Context: an optimization exercise on an open-source flow, tuned for small area and a short achievable clock period. The choices shown serve that exercise and are no tape-out recipe.
Function was checked by simulation only, so behaviour that the tests miss may differ from the original.
Power is estimated from default activity; no workload was simulated.

==> wip/umber: inputs <==
## cps_core
module cps_core #(
    parameter PA_W  = 6,
    parameter CNT_W = 32
) (
    input  wire             clk,
    input  wire             rst,
    input  wire             bp_rst,
    input  wire             cfg_fwd_en,
    input  wire             cfg_bp_en,
    input  wire [2:0]       cfg_bp_kind,
    input  wire [PA_W:0]    cfg_prog_len,
    output wire [PA_W-1:0]  rom_addr,
    output wire             rom_en,
    input  wire [63:0]      rom_data,
    output wire             running,
    output wire             halted,
    output wire [CNT_W-1:0] m_cycles,
    output wire [CNT_W-1:0] m_retired,
    output wire [CNT_W-1:0] m_raw_stalls,
    output wire [CNT_W-1:0] m_control_stalls,
    output wire [CNT_W-1:0] m_bp_predictions,
    output wire [CNT_W-1:0] m_bp_mispredictions,
    output wire [CNT_W-1:0] bp_calls,
    output wire [CNT_W-1:0] t_calls1,
    output wire [CNT_W-1:0] t_calls2,
    output wire             rec_valid,
    output wire [20:0]      rec_if,
    output wire [20:0]      rec_id,
    output wire [20:0]      rec_ex,
    output wire [20:0]      rec_mem,
    output wire [20:0]      rec_wb,
    output wire             hz_stall,
    output wire [1:0]       fwd_sel1,
    output wire [1:0]       fwd_sel2
);
    localparam K_EMPTY = 2'd0, K_INSTR = 2'd1, K_STALL = 2'd2, K_FLUSH = 2'd3;
    localparam OP_LOAD = 3'd2, OP_BEQ = 3'd4, OP_BNE = 3'd5, OP_NOP = 3'd6, OP_HALT = 3'd7;
    reg          fwd_q, bpen_q, k1_q, k2_q, k3_q, k4_q;
  ...
Settings: LEC_CHECK=0, CAP_MARGIN=20, CORE_MARGIN=2, CORE_UTILIZATION=60, CTS_CLUSTER_DIAMETER=80, CTS_CLUSTER_SIZE=24, SLEW_MARGIN=20; clock period 9.0 ns.
standard.sh (not shown) runs the stock make flow with config.mk's settings and CLKGATE_MAP_FILE= SYNTH_SCRIPT=/design/flow/synth_recipe.tcl, a recipe that flattens the netlist after the stock synthesis.
==> flow/flow/run.sh <==
#!/bin/bash
set -o pipefail
export BUFFER_PORTS_ARGS="-buffer_cell sky130_fd_sc_hd__buf_1"
bash standard.sh SETUP_SLACK_MARGIN=6.5 finish > standard.log 2>&1
==> wip/maple (differences from wip/umber) <==
--- a/flow/design.v
+++ b/flow/design.v
@@ -24,20 +24,20 @@
     input  wire [5:0] a,
     input  wire [5:0] b,
     output wire [5:0] s,
     output wire [7:0] s_lo,     
     output wire [7:0] s_hi      
 );
-    wire [3:0] lo = {1'b0, a[2:0]} + {1'b0, b[2:0]};
+    wire [3:0] lo = {1'b0, a[2:0]} + {1'b0, b[2:0]} + 4'd1;
     wire       c3 = lo[3];
     wire [2:0] hi0 = a[5:3] + b[5:3];
     wire [2:0] hi1 = a[5:3] + b[5:3] + 3'd1;
     assign s = {c3 ? hi1 : hi0, lo[2:0]};
     wire [7:0]  bl = 8'd1 << b[2:0];
     wire [7:0]  bh = 8'd1 << b[5:3];
-    wire [15:0] rl = {bl, bl} << a[2:0];
+    wire [15:0] rl = {bl[6:0], bl[7], bl[6:0], bl[7]} << a[2:0];
     wire [15:0] rh = {bh, bh} << a[5:3];
     wire [7:0]  h0 = rh[15:8];
     assign s_lo = rl[15:8];
     assign s_hi = c3 ? {h0[6:0], h0[7]} : h0;
 endmodule
 module cps_lt8 (
@@ -259,13 +259,13 @@
     wire        w_br   = (w_op == OP_BEQ) || (w_op == OP_BNE);
     wire [15:0] w_imm  = rom_data[47:32];
     wire [PA_W:0]   f1    = {1'b0, ra_q} + 1'b1;           
     wire            f1_ok = (f1 < len_q);
     wire [PA_W-1:0] w_tgt;
     wire [7:0]      w_tgt_lo, w_tgt_hi;
-    cps_tgt u_tgt (.a(f1[PA_W-1:0]), .b(w_imm[PA_W-1:0]), .s(w_tgt),
+    cps_tgt u_tgt (.a(ra_q), .b(w_imm[PA_W-1:0]), .s(w_tgt),
                    .s_lo(w_tgt_lo), .s_hi(w_tgt_hi));
     wire [7:0] lo8 = {2'b11, ~ra_q};                  
     wire [7:0] hi8 = {1'b0, len_q} + {2'b11, ~ra_q};  
     wire       imm_small = (w_imm[15:7] == 9'd0) || (w_imm[15:7] == 9'h1ff);
     wire       ge_lo_n, lt_hi;
     cps_lt8 u_lo (.a(w_imm[7:0]), .b(lo8), .lt(ge_lo_n));
@@ -295,15 +295,17 @@
     wire [1:0] n_fs1 = !fwd_q ? 2'd0 : n_m[0] ? 2'd1 : n_m[1] ? 2'd2 : n_m[2] ? 2'd3 : 2'd0;
     wire [1:0] n_fs2 = !fwd_q ? 2'd0 : n_m[3] ? 2'd1 : n_m[4] ? 2'd2 : n_m[5] ? 2'd3 : 2'd0;
     wire if_pt  = if_br && bpen_q && pred_of(if_e_fix, k1_q, k2_q, k3_q, k4_q);
     wire hold_t = suppress && if_pt;
     wire [PA_W-1:0] n_ra_c = hold_t ? if_tgt : pc_q;
     wire [PA_W-1:0] n_ra = fetched ? (w_pt ? w_tgt : f1[PA_W-1:0]) : n_ra_c;
-    wire [7:0] n_lo = fetched ? (w_pt ? w_tgt_lo : (8'd1 << f1[2:0]))
+    wire [7:0] f1_lo = {ra_lo[6:0], ra_lo[7]};
+    wire [7:0] f1_hi = ra_lo[7] ? {ra_hi[6:0], ra_hi[7]} : ra_hi;
+    wire [7:0] n_lo = fetched ? (w_pt ? w_tgt_lo : f1_lo)
                               : (8'd1 << n_ra_c[2:0]);
-    wire [7:0] n_hi = fetched ? (w_pt ? w_tgt_hi : (8'd1 << f1[5:3]))
+    wire [7:0] n_hi = fetched ? (w_pt ? w_tgt_hi : f1_hi)
                               : (8'd1 << n_ra_c[5:3]);
     wire n_aok = fetched ? (w_pt ? w_tok : f1_ok) : (hold_t ? if_tok : pcok_q);
     wire n_re  = !misp && (flush_q != 2'd2) && !n_hz && n_aok && !ex_halt && !mw_halt;
     wire if_pred  = bpen_q && pred_of(if_e, k1_q, k2_q, k3_q, k4_q);
     wire n_misp   = if_br && (if_pred != if_act);
     always @(posedge clk) begin
==> flow/flow/run.sh (replaced) <==
#!/bin/bash
set -o pipefail
export BUFFER_PORTS_ARGS="-buffer_cell sky130_fd_sc_hd__buf_1"
bash standard.sh SETUP_SLACK_MARGIN=5.5 finish > standard.log 2>&1
==> wip/tundra (differences from wip/umber) <==
==> flow/flow/run.sh (replaced) <==
#!/bin/bash
set -o pipefail
export BUFFER_PORTS_ARGS="-buffer_cell sky130_fd_sc_hd__buf_1"
bash standard.sh SETUP_SLACK_MARGIN=5.2 finish > standard.log 2>&1
==> wip/cedar (differences from wip/umber) <==
==> flow/flow/run.sh (replaced) <==
#!/bin/bash
set -o pipefail
export BUFFER_PORTS_ARGS="-buffer_cell sky130_fd_sc_hd__buf_1"
bash standard.sh SETUP_SLACK_MARGIN=5.4 finish > standard.log 2>&1
==> comparison <==
In wip/maple the total power is lower than in wip/cedar, by about 0.4%. The lowest fmax belongs to wip/tundra, the highest to wip/maple. In critical path depth, wip/maple and wip/tundra do not differ. Against wip/cedar, the register-to-register slack of wip/maple is higher by 20 ps. Against wip/tundra, the non-clock buffer count of wip/cedar is higher by 3. wip/cedar passed the timing, DRC and antenna checks. wip/maple went through all stages and came out clean. wip/tundra completed without violations. wip/umber ended with an error in global routing with GRT-0232. Between wip/maple and wip/tundra, the lower combinational power is in wip/maple (gap about 0.6%, measured against wip/tundra). First-iteration DRC count: wip/maple < wip/cedar < wip/tundra.
==> figures <==
Post-Synthesis Mean Instance Area: wip/cedar 9.33 um^2; wip/maple 9.49 um^2; wip/tundra 9.33 um^2; wip/umber 9.33 um^2
Leakage: wip/cedar 14.1 nW; wip/maple 14.1 nW; wip/tundra 14.1 nW; wip/umber -
Sort of element at the end of the critical path: wip/cedar flip-flop; wip/maple flip-flop; wip/tundra flip-flop; wip/umber -
Highest Signal Layer: wip/cedar met4; wip/maple met4; wip/tundra met4; wip/umber -
Status: wip/cedar complete, no violations; wip/maple complete, no violations; wip/tundra complete, no violations; wip/umber aborted with a tool error
Stage where the flow stopped: wip/cedar -; wip/maple -; wip/tundra -; wip/umber global routing
Final Slew Violations: wip/cedar 0; wip/maple 0; wip/tundra 0; wip/umber -
Clock latency of the later-clocked register in the worst-skew pair: wip/cedar 630 ps; wip/maple 620 ps; wip/tundra 630 ps; wip/umber -
Number of clock buffers inserted by TritonCTS: wip/cedar 42; wip/maple 41; wip/tundra 43; wip/umber 42
Initial Util: wip/cedar 60.4%; wip/maple 60.4%; wip/tundra 60.4%; wip/umber 60.4%
Post-Route Skew: wip/cedar 28.3 ps; wip/maple 24.0 ps; wip/tundra 24.6 ps; wip/umber -
Transition at the pin with the smallest max-transition slack: wip/cedar 1250 ps; wip/maple 1260 ps; wip/tundra 1090 ps; wip/umber -
Post-placement worst setup slack: wip/cedar 4330 ps; wip/maple 4300 ps; wip/tundra 4300 ps; wip/umber 4250 ps
Share of the final layout cell area in multi-input gates: wip/cedar 43.4%; wip/maple 43.4%; wip/tundra 43.2%; wip/umber -
Core Region: wip/cedar 57,400 um^2; wip/maple 57,400 um^2; wip/tundra 57,400 um^2; wip/umber -
CP Capture Point: wip/cedar ra_q[2]; wip/maple u_bpu.tabv[183]; wip/tundra u_bpu.tabv[71]; wip/umber -

static timing again, ports no longer ideal:
In the flow no input, the clock included, has a driving cell. The finished layouts below were timed again as built, in two steps.
Step 1 assumes that a clkbuf_16 drives the clock port and a buf_2 every other input.
Step 2 also shifts input and output timing later by t, the mid clock arrival at the registers, as if the neighbouring blocks saw the same clock.
a / b / c = ideal ports / drivers / drivers and shift; a / b = the first two.
run	t (ns)	setup slack, ns	cell pins on the clock port's net
wip/maple	0.673	5.397 / 5.397 / 4.819	1
wip/tundra	0.678	5.214 / 5.214 / 4.689	1
wip/cedar	0.680	5.374 / 5.374 / 4.853	1
After both steps every run listed still meets setup and hold. For wip/maple, which loses most, drivers alone change the setup slack by 0.000 ns; drivers and shift together by -0.578 ns.
